Context: an optimization exercise on an open-source flow, tuned for small area and a short achievable clock period. The choices shown serve that exercise and are no tape-out recipe.
No run shown here included a check of the RTL's function; only the layout flow was run.
No activity file was given, so power comes from the tool's default toggle rates.

$ cat design/flow/run.sh
#!/bin/bash
# synth_recipe.tcl (not shown) runs the flow's synth.tcl, then flattens the netlist and writes it again
# the make line also repeats each setting of config.mk as NAME=value (left out here)
make -C /OpenROAD-flow-scripts/flow DESIGN_CONFIG=/design/flow/config.mk WORK_HOME=/design/flow/orfs CLKGATE_MAP_FILE= SYNTH_SCRIPT=/design/flow/synth_recipe.tcl finish
$ cat design/flow/config.mk
export PLATFORM = sky130hd
export DESIGN_NAME = robbus_engine
export DESIGN_NICKNAME = robbus_engine
export VERILOG_FILES = /design/flow/design.v
export SDC_FILE = /design/flow/constraint.sdc
export NUM_CORES = 4
export LEC_CHECK = 0
export CAP_MARGIN = 20
export CORE_MARGIN = 2
export CORE_UTILIZATION = 40
export SETUP_SLACK_MARGIN = 2.6
export SLEW_MARGIN = 20
$ cat design/flow/design.v
module robbus_engine (
    input  wire         clk,
    input  wire         ev_valid,
    input  wire [9:0]   ev,
    input  wire [7:0]   store_rdata,
    input  wire [127:0] h_reply,
    output wire         tx_valid,
    output wire [7:0]   tx_data,
    output wire         store_we,
    output wire [7:0]   store_wdata,
    output wire         h_call,
    output wire [127:0] h_arg
);
    localparam [2:0] RX_IDLE   = 3'd0;
    localparam [2:0] RX_WADDR  = 3'd1;
    localparam [2:0] RX_WGMASK = 3'd2;
    localparam [2:0] RX_WLEN   = 3'd3;
    localparam [2:0] RX_WDATA  = 3'd4;
    localparam [2:0] RX_WCSUM  = 3'd5;
    localparam [2:0] TX_IDLE  = 3'd0;
    localparam [2:0] TX_START = 3'd1;
    localparam [2:0] TX_ADDR  = 3'd2;
    localparam [2:0] TX_LEN   = 3'd3;
    localparam [2:0] TX_DATA  = 3'd4;
    reg [7:0]   addr;
    reg [2:0]   rx_state;
    reg         rx_esc;
    reg         is_svc;
    reg         is_grp;
    reg [7:0]   rx_tgt;      
    reg [7:0]   rx_len;      
    reg [7:0]   rx_idx;
    reg [511:0] bm;          
    reg [2:0]   tx_state;
    reg         tx_esc;
    reg [7:0]   tx_nsum;     
    reg [7:0]   tx_rem;      
    reg [6:0]   tx_nx;       
    reg         tx_svc;      
    reg [7:0]   tx_cur;      
    reg [7:0]   tx_out;      
    wire [7:0] buf0 = bm[7:0];
    wire [7:0] buf1 = bm[15:8];
    wire [7:0] buf2 = bm[23:16];
    wire [7:0] buf3 = bm[31:24];
    wire       ev_rx    = ev_valid & ~ev[9] & ~ev[8];
    wire       ev_tick  = ev_valid & ~ev[9] &  ev[8];
    wire       ev_reset = ev_valid &  ev[9] & ~ev[8];
    wire [7:0] b        = ev[7:0];
    wire       b_small  = (b[7:2] == 6'd0);
    wire       cls_esc  = ev_rx & ~rx_esc & b_small & (b[1:0] == 2'd0);
    wire       cls_mark = ev_rx & ~rx_esc & b_small & (b[1:0] != 2'd0);
    wire       cls_data = ev_rx & (rx_esc | ~b_small);
    wire [7:0] v        = rx_esc ? {b[7:2] - 6'd1, b[1:0]} : b;
    wire st_wdata = (rx_state == RX_WDATA);
    wire st_wcsum = (rx_state == RX_WCSUM);
    wire       tgt_ok   = rx_esc | (rx_tgt[7:2] != 6'd0);
    wire       csum_ok  = ev_rx & st_wcsum & tgt_ok & (b == rx_tgt);
    wire ca_valid  = (buf2 == addr) & (buf3 == (addr ^ buf1));
    wire svc_echo  = (buf0 == 8'h10);
    wire svc_desc  = (buf0 == 8'h11);
    wire svc_ca    = (buf0 == 8'h12) & ca_valid;
    wire h_wr      = csum_ok & ~is_svc;                  
    wire svc_wr    = csum_ok & is_svc & (svc_desc | svc_ca);
    wire do_echo   = csum_ok & is_svc & svc_echo;
    wire do_prime  = (h_wr & ~is_grp) | svc_wr | do_echo;
    assign h_call      = h_wr;
    assign store_we    = csum_ok & is_svc & svc_ca;
    assign store_wdata = buf1;
    assign h_arg       = bm[127:0];
    wire       rx_wr = cls_data & st_wdata & ~rx_idx[7] & ~rx_idx[6];
    wire [7:0] wbus  = {8{~ev[9]}} & (st_wdata ? v : 8'h10);
    genvar gk;
    generate
        for (gk = 0; gk < 64; gk = gk + 1) begin : g_buf
            wire en = ev_reset | (rx_wr & (rx_idx[5:0] == gk))
                    | ((gk < 16) ? h_wr : 1'b0)
                    | ((gk < 2) ? svc_wr : 1'b0);
            wire [7:0] d;
            if (gk < 16) begin : g_h
                assign d = h_wr ? h_reply[8*gk +: 8] : wbus;
            end else begin : g_n
                assign d = wbus;
            end
            always @(posedge clk)
                if (en) bm[8*gk +: 8] <= d;
        end
    endgenerate
    wire s_start = (tx_state == TX_START);
    wire s_addr  = (tx_state == TX_ADDR);
    wire s_len   = (tx_state == TX_LEN);
    wire s_data  = (tx_state == TX_DATA);
    wire       tx_more = (tx_rem != 8'd0);
    wire [7:0] x       = s_len ? tx_rem : (tx_more ? tx_cur : tx_nsum);
    wire       x_small = (x[7:2] == 6'd0);
    wire [7:0] x_p4    = {x[7:2] + 6'd1, x[1:0]};
    wire       x_done  = tx_esc | ~x_small;
    wire [7:0] rd_nx   = tx_nx[6] ? 8'h00 : bm[8*tx_nx[5:0] +: 8];
    wire       adv_len  = ev_tick & s_len & x_done;
    wire       adv_data = ev_tick & s_data & x_done & tx_more;
    wire [7:0] nsum_n   = tx_nsum - x;
    wire       more_n   = s_len ? tx_more : (tx_rem != 8'd1);
    wire [7:0] x_n      = more_n ? (s_len ? tx_cur : rd_nx) : nsum_n;
    wire [7:0] x_n_out  = (x_n[7:2] == 6'd0) ? 8'h00 : x_n;
    wire [3:0] h_sel    = tx_nx[3:0] - 4'd1;
    wire [7:0] h_at_tx  = h_reply[8*h_sel +: 8];
    wire       h_hit    = h_wr & ((tx_nx[6:4] == 3'd0) | (tx_nx == 7'd16));
    wire       rx_hit   = rx_wr & ({1'b0, rx_idx[5:0]} + 7'd1 == tx_nx);
    wire [7:0] cur_w    = h_hit ? h_at_tx : wbus;
    wire [7:0] cur_w_out = tx_esc ? {cur_w[7:2] + 6'd1, cur_w[1:0]}
                         : (cur_w[7:2] == 6'd0) ? 8'h00 : cur_w;
    assign tx_valid = ev_tick & (tx_state != TX_IDLE);
    assign tx_data  = tx_out;
    always @(posedge clk) begin
        if (ev_reset) begin
            addr     <= store_rdata;
            rx_state <= RX_IDLE;
            rx_esc   <= 1'b0;
            tx_state <= TX_IDLE;
            tx_esc   <= 1'b0;
        end else if (ev_rx) begin
            rx_esc <= cls_esc;
            if (cls_esc)
                rx_tgt <= rx_tgt + 8'd4;
            if (cls_mark) begin
                rx_tgt   <= 8'h00;
                is_svc   <= (b[1:0] == 2'd1);
                is_grp   <= (b[1:0] == 2'd3);
                rx_state <= RX_WADDR;
            end else if (cls_data) begin
                rx_tgt <= rx_tgt - b;
                case (rx_state)
                    RX_WADDR: begin
                        rx_len <= v ^ addr;
                        if (v[7])
                            rx_state <= RX_IDLE;
                        else if (is_grp)
                            rx_state <= RX_WGMASK;
                        else if (v == addr)
                            rx_state <= RX_WLEN;
                        else
                            rx_state <= RX_IDLE;
                    end
                    RX_WGMASK: begin
                        if ((v & rx_len) == 8'h00)
                            rx_state <= RX_WLEN;
                        else
                            rx_state <= RX_IDLE;
                    end
                    RX_WLEN: begin
                        rx_len   <= v;
                        rx_idx   <= 8'h00;
                        rx_state <= (v == 8'h00) ? RX_WCSUM : RX_WDATA;
                    end
                    RX_WDATA: begin
                        rx_idx <= rx_idx + 8'd1;
                        if (rx_idx + 8'd1 == rx_len)
                            rx_state <= RX_WCSUM;
                    end
                    RX_WCSUM: begin
                        rx_state <= RX_IDLE;
                        if (csum_ok & is_svc & svc_ca)
                            addr <= buf1;
                        if (do_prime) begin
                            tx_svc   <= is_svc;
                            tx_rem   <= ~is_svc ? 8'd16 : svc_echo ? rx_len : 8'd2;
                            tx_nx    <= 7'd1;
                            tx_nsum  <= 8'h00;
                            tx_esc   <= 1'b0;
                            tx_state <= TX_START;
                        end
                    end
                    default: ;
                endcase
            end
        end else if (ev_tick) begin
            case (tx_state)
                TX_START: tx_state <= TX_ADDR;
                TX_ADDR: begin
                    tx_nsum  <= tx_nsum - (addr | 8'h80);
                    tx_state <= TX_LEN;
                end
                TX_LEN, TX_DATA: begin
                    tx_esc <= ~x_done;
                    if (x_done) begin
                        if (s_len | tx_more)
                            tx_nsum <= nsum_n;
                        if (s_len)
                            tx_state <= TX_DATA;
                        else if (tx_more) begin
                            tx_rem <= tx_rem - 8'd1;
                            if (~(tx_nx[6] & tx_nx[0]))
                                tx_nx <= tx_nx + 7'd1;
                        end else
                            tx_state <= TX_IDLE;
                    end
                end
                default: ;
            endcase
        end
    end
    always @(posedge clk) begin
        if (adv_data)
            tx_cur <= rd_nx;
        else if (do_prime)
            tx_cur <= h_wr ? h_reply[7:0] : svc_wr ? 8'h10 : buf0;
        else if (h_hit | rx_hit)
            tx_cur <= cur_w;
    end
    always @(posedge clk) begin
        if (ev_tick) begin
            if (s_start)
                tx_out <= addr | 8'h80;
            else if (s_addr)
                tx_out <= (tx_rem[7:2] == 6'd0) ? 8'h00 : tx_rem;
            else if (~x_done)
                tx_out <= x_p4;
            else if (adv_len | adv_data)
                tx_out <= x_n_out;
        end else if (do_prime)
            tx_out <= {6'd0, ~is_svc, is_svc};
        else if ((h_hit | rx_hit) & s_data & tx_more)
            tx_out <= cur_w_out;
    end
endmodule
$ cat design/flow/constraint.sdc
create_clock -name core_clock -period 6.0 [get_ports {clk}]
set_input_delay 1.2000 -clock core_clock [delete_from_list [all_inputs] [get_ports {clk}]]
set_output_delay 1.2000 -clock core_clock [all_outputs]
set_load 0.01 [all_outputs]
==> impl_metrics.py, run 1 <==
metrics = {
    "floorplan": {
        "die_w_um": 280.1,
        "ios": 295,
        "core-area_sq_mm": 0.07570,
        "die_area_sq_mm": 0.07846,
        "dieHeight_um": 280.1,
        "row_count": 101,
        "start_util_pct": 40.28,
    },
    "synthesis": {
        "synth_cell_types": 95,
        "yosys.area.top_type": "edfxtp_1",
        "ys_seq_area_share_pct": 58.13,
        "synth.area.top_cells": "edfxtp_1 (58%), mux4_2 (11%), buf_4 (3.8%)",
        "ys_ff_latch": 593,
        "synthFlopType": "edfxtp_1",
        "yosys-top-cells-count": "edfxtp_1 (585), buf_4 (155), mux4_2 (153)",
        "synth_area_sq_mm": 0.03049,
        "yosysTopAreaCellShare_pct": 57.61,
        "ys_async_sr_fraction_pct": 0,
        "synth_fp_nets": 2367,
        "syn_area_per_cell_sq_um": 13.96,
        "synth_edf_count": 585,
        "yosysWarnings": 1,
        "synth_most_common_cell": "edfxtp_1",
        "netlist_instances": 2185,
    },
    "clocking": {
        "cts_hold_buf": 0,
        "clock_latency_ns": 0.62,
        "cts_buffers": 66,
        "ctsHtreeMaxLevel": 3,
        "cts_buffer_depth": 3,
        "cts_sinks": 593,
        "cts_tree": "yes",
        "root_buffer": "clkbuf_16",
        "path_clk_slew_ns": 0.06,
    },
    "timing": {
        "drv_slew": 0,
        "rsz0062_at_grt": "yes",
        "finalClockSkew_ns": 0.02450,
        "slew_headroom_pct": 28.79,
        "hold_viol_final": 0,
        "holdWs_ns": 0.6246,
        "max_clock_freq_mhz": 253.0,
        "fin_crit_ns": 3.953,
        "fin_crit_sh_pct": 65.88,
        "finalSetupViolations": 0,
        "worst_slew_pin_slew_ns": 1.064,
        "layout_setup_ws_ns": 2.047,
        "finalSetupTns_ns": 0,
    },
    "routing": {
        "drtIter0Drc": 2723,
        "drt-pass1-iter-count": 5,
        "drc_errors": 0,
        "drtAntennaViolNets": 0,
        "viasPerCell": 6.176,
        "avgRoutedWirePerCell_um": 30.91,
        "wl_mm": 107.2,
        "num_vias": 21424,
    },
    "place": {
        "gp_congestion": 0.9706,
        "portBuffers": 294,
        "place_hpwl_mm": 72.51,
        "dp_slack_ns": 0.8656,
        "placedCellCount": 3231,
    },
    "pwr": {
        "p_per_area_mw_per_mm2": 258.7,
        "ir_drop_v": 0.0001832,
        "p_leak_nw": 13.96,
    },
    "layout": {
        "seq_area_sq_mm": 0.01773,
        "multi_input_area_sq_mm": 0.01214,
        "n_fill_cell": 6264,
        "nets": 2625,
        "fin_cells": 3469,
        "area_growth_pct": 24.38,
        "drive_gt1_share_pct": 25.47,
    },
    "setup_path": {
        "rr_endpoint": "tx_out[1]",
        "worstPathArrival_ns": 2.75,
        "reg2reg_slack_ns": 2.22,
        "cp-start-kind": "input port",
        "crit_end": "store_we",
        "crit_path_start": "ev[1]",
        "reg2reg_from": "tx_rem[1]",
        "end_kind": "output port",
        "critPathRequiredTime_ns": 4.80,
        "crit_fanout": 8,
        "path_class": "input port to output port",
        "reg2regPathDepth": 15,
    },
    "global_route": {
        "grt_pass1_wl_mm": 152.0,
        "grt_overflow": 0,
        "grt_pass1_vias": 20963,
        "grt_usage_pct": 26.95,
        "antenna_found_initial": 5,
        "grt_max_degree": 66,
    },
    "hold_path": {
        "hold_path_class": "flop to flop",
        "worstHoldStart": "tx_state[1]",
    },
    "run": {
        "max_cap_violations": 0,
    },
    "outcome": {
        "status": "complete, no violations",
    },
}
through the flow:
stage               util [%]  instance area (sq um)  total power, W
floorplan                  -                  30990        0.005416
global placement       44.76                  33890        0.005803
detailed placement     44.76                  33890        0.005815
CTS                    49.60                  37550        0.009768
global route           50.11                  37930         0.01009
finish                 50.11                  37930        0.009811
metal layers:
metal | wire, um | GRT usage (%) | up-vias
met2 | 50900 | 43.53 | 1325
met3 | 10230 | 5.496 | 258
li1 | - | - | 8838
met1 | 41900 | 36.30 | 10997
met4 | 4143 | 9.255 | 6
met5 | 41 | 0 | -
flip-flops by register name, indices dropped and copies added, names as in the netlist:
register and flops:
addr 8, tx_nx 7, tx_nsum 8, is_grp 1, tx_out 8, tx_esc 1, rx_tgt 8, rx_len 8
bm 512, tx_cur 8, tx_state 3, is_svc 1, rx_state 3, rx_esc 1, tx_rem 8, rx_idx 8
what timing repair did:
action                     CTS  global route
gates cloned                 8             0
gates resized for setup    189            50
buffers inserted            95            18
setup endpoints to repair  742           396
pin swaps                   40            30
how the worst min path moves through the flow:
stage                              to  slack (ns)  depth (start not counted)
after floorplan                rx_esc        0.55                          2
after global placement    tx_state[1]        0.53                          2
after detailed placement  tx_state[1]        0.53                          2
after CTS                 tx_state[1]        0.58                          2
after global routing      tx_state[1]        0.63                          2
final                     tx_state[1]        0.62                          2
critical path: stages:
cell and delay, ns:
buf_12 0.11, inv_6 0.04, ha_4 0.27, nand3_4 0.07
a211o_1 0.31, nand2b_4 0.17, nor2_4 0.12, nor4b_4 0.25
buf_2 0.19
final cells by class:
type	instances	share of cell area, %
Tap cell	978	3.226
Timing Repair Buffer	472	12.24
Clock inverter	32	0.7059
Clock buffer	82	4.569
Inverter	41	0.4882
Antenna cell	2	0.01319
Multi-Input combinational cell	1269	32.02
Sequential cell	593	46.74
layout by cell type (no fill, tap or decap), types with 27 or more instances in the layout:
| cell type | synthesis | routed |
|---|---|---|
| edfxtp_1 | 585 | 585 |
| xnor2_1 | 63 | 58 |
| buf_4 | 155 | 156 |
| a21oi_1 | 68 | 57 |
| nor2_1 | 108 | 100 |
| o21ai_0 | 107 | 46 |
| a21o_1 | 133 | 132 |
| xor2_1 | 27 | 27 |
| inv_1 | 40 | 29 |
| clkbuf_16 | 0 | 67 |
| clkdlybuf4s50_1 | 0 | 281 |
| nand2_1 | 138 | 129 |
| mux4_2 | 153 | 153 |
| mux2i_1 | 61 | 58 |
| nand3_1 | 32 | 31 |
report_power, final:
group          leakage [nW]  internal (W)  switching, W
clock network         0.961       0.00215       0.00169
registers              5.60       0.00465     0.0000907
logic                  7.40      0.000552      0.000678
total                  14.0       0.00736       0.00246
logic make-up after synthesis:
kind of cell    after synthesis  share of synthesized area, %
compound gates              466                         10.34
xor+xnor                     95                         2.934
buf+inv                     324                         6.048
flops                       593                         58.13
mux                         224                         13.67
simple gates                448                         7.398
fa+ha+maj                    35                         1.477
==> inputs of run 2 (changes only) <==
==> design/flow/flow/run.sh (new file) <==
#!/bin/bash
# The standard layout, with the port buffers made of the smallest buffer cell.
set -euo pipefail
export BUFFER_PORTS_ARGS="-buffer_cell sky130_fd_sc_hd__buf_1"
bash standard.sh > standard_flow.log 2>&1
==> design/flow/standard.sh (new file) <==
#!/bin/bash
# synth_recipe.tcl (not shown) runs the flow's synth.tcl, then flattens the netlist and writes it again
# the make line also repeats each setting of config.mk as NAME=value (left out here)
make -C /OpenROAD-flow-scripts/flow DESIGN_CONFIG=/design/flow/config.mk WORK_HOME=/design/flow/orfs CLKGATE_MAP_FILE= SYNTH_SCRIPT=/design/flow/synth_recipe.tcl "${@:-finish}"
--- a/design/flow/config.mk
+++ b/design/flow/config.mk
@@ -10,2 +10,3 @@
 export CORE_UTILIZATION = 40
+export CTS_BUF_LIST = sky130_fd_sc_hd__clkbuf_4 sky130_fd_sc_hd__clkbuf_8
 export SETUP_SLACK_MARGIN = 2.6
removed: design/flow/run.sh
==> impl_metrics.py, run 2 <==
metrics = {
    "clocking": {
        "root_buffer": "clkbuf_8",
        "cts_buffer_depth": 3,
        "cts_hold_buf": 0,
        "cts_buffers": 100,
        "cts_tree": "yes",
        "path_clk_slew_ns": 0.06,
        "ctsHtreeMaxLevel": 3,
        "cts_sinks": 593,
        "clock_latency_ns": 0.72,
    },
    "routing": {
        "met2WireLength_mm": 48.47,
        "drt-pass1-iter-count": 8,
        "maxUsedRoutingLayer": "met4",
        "viasPerCell": 6.082,
        "drc_errors": 0,
        "met1Wirelength_mm": 42.52,
        "num_vias": 21488,
        "drtIter0Drc": 2632,
        "drtAntennaViolNets": 0,
        "dr_wl_met3_mm": 10.62,
        "avgRoutedWirePerCell_um": 30.09,
        "wl_mm": 106.3,
    },
    "synthesis": {
        "ys_async_sr_fraction_pct": 0,
        "synth_top_family_by_area": "multiplexers",
        "synth_area_sq_mm": 0.03049,
        "synth-simple-area-share_pct": 7.398,
        "synth_fp_nets": 2367,
        "synthXorXnorAreaFrac_pct": 2.934,
        "synth_fa_ha_area_share_pct": 1.477,
        "synth_most_common_cell": "edfxtp_1",
        "synth.area.top_cells": "edfxtp_1 (58%), mux4_2 (11%), buf_4 (3.8%)",
        "synth-compound-area-share_pct": 10.34,
        "yosysWarnings": 1,
        "synth_edf_count": 585,
        "yosysTopAreaCellShare_pct": 57.61,
        "synthFlopType": "edfxtp_1",
        "ys_ff_latch": 593,
        "syn_area_per_cell_sq_um": 13.96,
        "netlist_instances": 2185,
        "synthMuxAreaShare_pct": 13.67,
        "synth_cell_types": 95,
        "ys_seq_area_share_pct": 58.13,
        "yosys.area.top_type": "edfxtp_1",
        "yosys-top-cells-count": "edfxtp_1 (585), buf_4 (155), mux4_2 (153)",
    },
    "setup_path": {
        "crit_fanout": 3,
        "reg2reg_slack_ns": 2.19,
        "reg2regPathDepth": 13,
        "path_class": "input port to output port",
        "end_kind": "output port",
        "critPathRequiredTime_ns": 4.80,
        "reg2reg_from": "tx_rem[4]",
        "worstPathArrival_ns": 2.70,
        "rr_endpoint": "tx_out[1]",
        "cp-start-kind": "input port",
    },
    "hold_path": {
        "hold_path_class": "flop to flop",
        "worstHoldStart": "tx_state[1]",
        "hold-path-endpoint": "tx_state[1]",
        "whs_path_depth": 2,
    },
    "layout": {
        "drive_gt1_share_pct": 28.47,
        "regMostFlops": "bm",
        "nets": 2649,
        "final_cell_mix": "edfxtp_1 (585), buf_1 (283), mux4_2 (153), buf_4 (147), a21o_1 (132)",
        "largest_reg_flops": 512,
        "layout_commonest_cell": "edfxtp_1",
        "area_growth_pct": 18.81,
    },
    "place": {
        "place_hpwl_mm": 71.40,
        "dp_slack_ns": 1.207,
        "gp_congestion": 0.9645,
        "portBuffers": 294,
    },
    "timing": {
        "hold_viol_final": 0,
        "finalSetupViolations": 0,
        "worst_slew_pin_slew_ns": 0.9768,
        "rsz0062_at_grt": "yes",
        "layout_setup_ws_ns": 2.102,
        "max_clock_freq_mhz": 256.5,
        "finalClockSkew_ns": 0.04092,
        "fin_crit_sh_pct": 64.97,
        "slew_headroom_pct": 34.41,
        "fin_crit_ns": 3.898,
        "finalSetupTns_ns": 0,
        "drv_slew": 0,
    },
    "pwr": {
        "ir_drop_v": 0.0001558,
        "p_leak_nw": 13.30,
        "p_per_area_mw_per_mm2": 267.0,
    },
    "global_route": {
        "antenna_found_initial": 4,
        "grt_usage_pct": 26.65,
        "grt_max_degree": 122,
        "grt_overflow": 0,
        "grt_pass1_vias": 21135,
        "grt_pass1_wl_mm": 151.2,
    },
    "floorplan": {
        "die_w_um": 280.1,
        "core-area_sq_mm": 0.07570,
        "row_count": 101,
        "start_util_pct": 40.28,
        "dieHeight_um": 280.1,
        "ios": 295,
        "die_area_sq_mm": 0.07846,
    },
    "outcome": {
        "status": "complete, no violations",
    },
    "run": {
        "max_cap_violations": 0,
    },
}
[run 2: cell count changes in the layout (fill, tap and decap cells not counted), sizes merged]
cell           before  now
diode               2    5
clkdlybuf4s50     281    0
clkinvlp            3    2
clkinv             24   51
bufbuf              7    4
bufinv              2    7
inv                44   42
clkbuf             84  126
nand3b              8    7
buf               182  457
[run 2: metal layers]
| layer | vias up | GRT usage, % |
|---|---|---|
| li1 | 8927 | - |
| met1 | 10988 | 36.04 |
| met2 | 1325 | 41.32 |
| met3 | 248 | 6.270 |
| met4 | 0 | 11.13 |
| met5 | - | 0 |
[run 2: power by group]
part / leakage [nW] / internal [W] / switching [W]
combinational: 6.62 / 0.000476 / 0.000688
clock: 1.08 / 0.00204 / 0.00173
sequential: 5.60 / 0.00465 / 0.0000845
[run 2: cell families (layout without fill, tap and decap cells)]
logic type,after synthesis,after routing
XOR/XNOR,95,95
other,0,5
AND/OR/NAND/NOR,448,448
flip-flops,593,593
multiplexers,224,224
buffers and inverters,324,689
AO/OA/AOI/OAI,466,466
adder cells (fa/ha/maj),35,35
[run 2: metrics by stage]
stage | power (W) | hold slack [ns] | area, sq um | std cells | utilization, %
after floorplan | 0.005416 | 0.5547 | 30990 | 2185 | -
after global placement | 0.005718 | 0.5271 | 31990 | 3222 | 42.26
after detailed placement | 0.005726 | 0.5520 | 31990 | 3222 | 42.26
after CTS | 0.009639 | 0.5617 | 35760 | 3503 | 47.24
after global routing | 0.009980 | 0.6130 | 36230 | 3532 | 47.86
final | 0.009674 | 0.5970 | 36230 | 3533 | 47.86
[run 2: critical path, stage by stage]
cell,delay [ns]
buf_6,0.09
inv_4,0.04
ha_4,0.28
nand3_4,0.07
a211o_1,0.28
nand2b_4,0.18
nor2_4,0.13
nor4b_4,0.24
buf_2,0.19
[run 2: worst max-delay path by stage]
stage | start | to | slack, ns | cells after the start
6_report | ev[2] | store_we | 2.10 | 9
2_1_floorplan | ev[1] | h_call | 2.22 | 9
4_1_cts | ev[6] | store_we | 2.10 | 9
3_3_place_gp | ev[9] | bm[207] | 1.36 | 8
3_5_place_dp | ev[9] | bm[207] | 1.21 | 8
5_1_grt | ev[1] | store_we | 2.02 | 9
[run 2: final cells by class]
class	instances	area [sq um]
multi-input combinational	1268	12220
fill	6582	39470
clock inverter	61	491.7
sequential	593	17730
inverter	41	190.2
clock buffer	124	1569
antenna	5	12.51
tap	978	1224
timing repair buffer	463	2799
[run 2: repair_timing]
| action | in CTS | in global routing |
|---|---|---|
| endpoints found under the hold margin | 0 | 0 |
| gates cloned | 6 | 1 |
| gates resized for setup | 177 | 55 |
| setup endpoints to repair | 694 | 338 |
| pin swaps | 46 | 35 |
| buffers inserted | 90 | 24 |

-- afterwards: timing with drivers on the ports --
In the flow no input, the clock included, has a driving cell. The finished layouts below were timed again as built, in two steps.
Step 1: set_driving_cell puts a clkbuf_16 on clk and a buf_2 on each other input, an assumption about the parent block.
Step 2 moves the port delays by t, midway between the first and last clock arrival at a register: inputs arrive t later, outputs are due t later. That takes back most of the time a late clock gives input paths.
Slacks: ideal ports / drivers / drivers and shift; pairs: ideal ports / drivers.
run	t (ns)	slack for setup (ns)	clock arrival spread, ns
run 1	0.671	2.047 / 1.954 / 1.689	0.025 / 0.025
run 2	0.766	2.102 / 2.026 / 1.827	0.041 / 0.041
After both steps setup and hold are still met in every run listed. For run 1, which loses most, drivers alone change the setup slack by -0.093 ns; drivers and shift together by -0.358 ns.
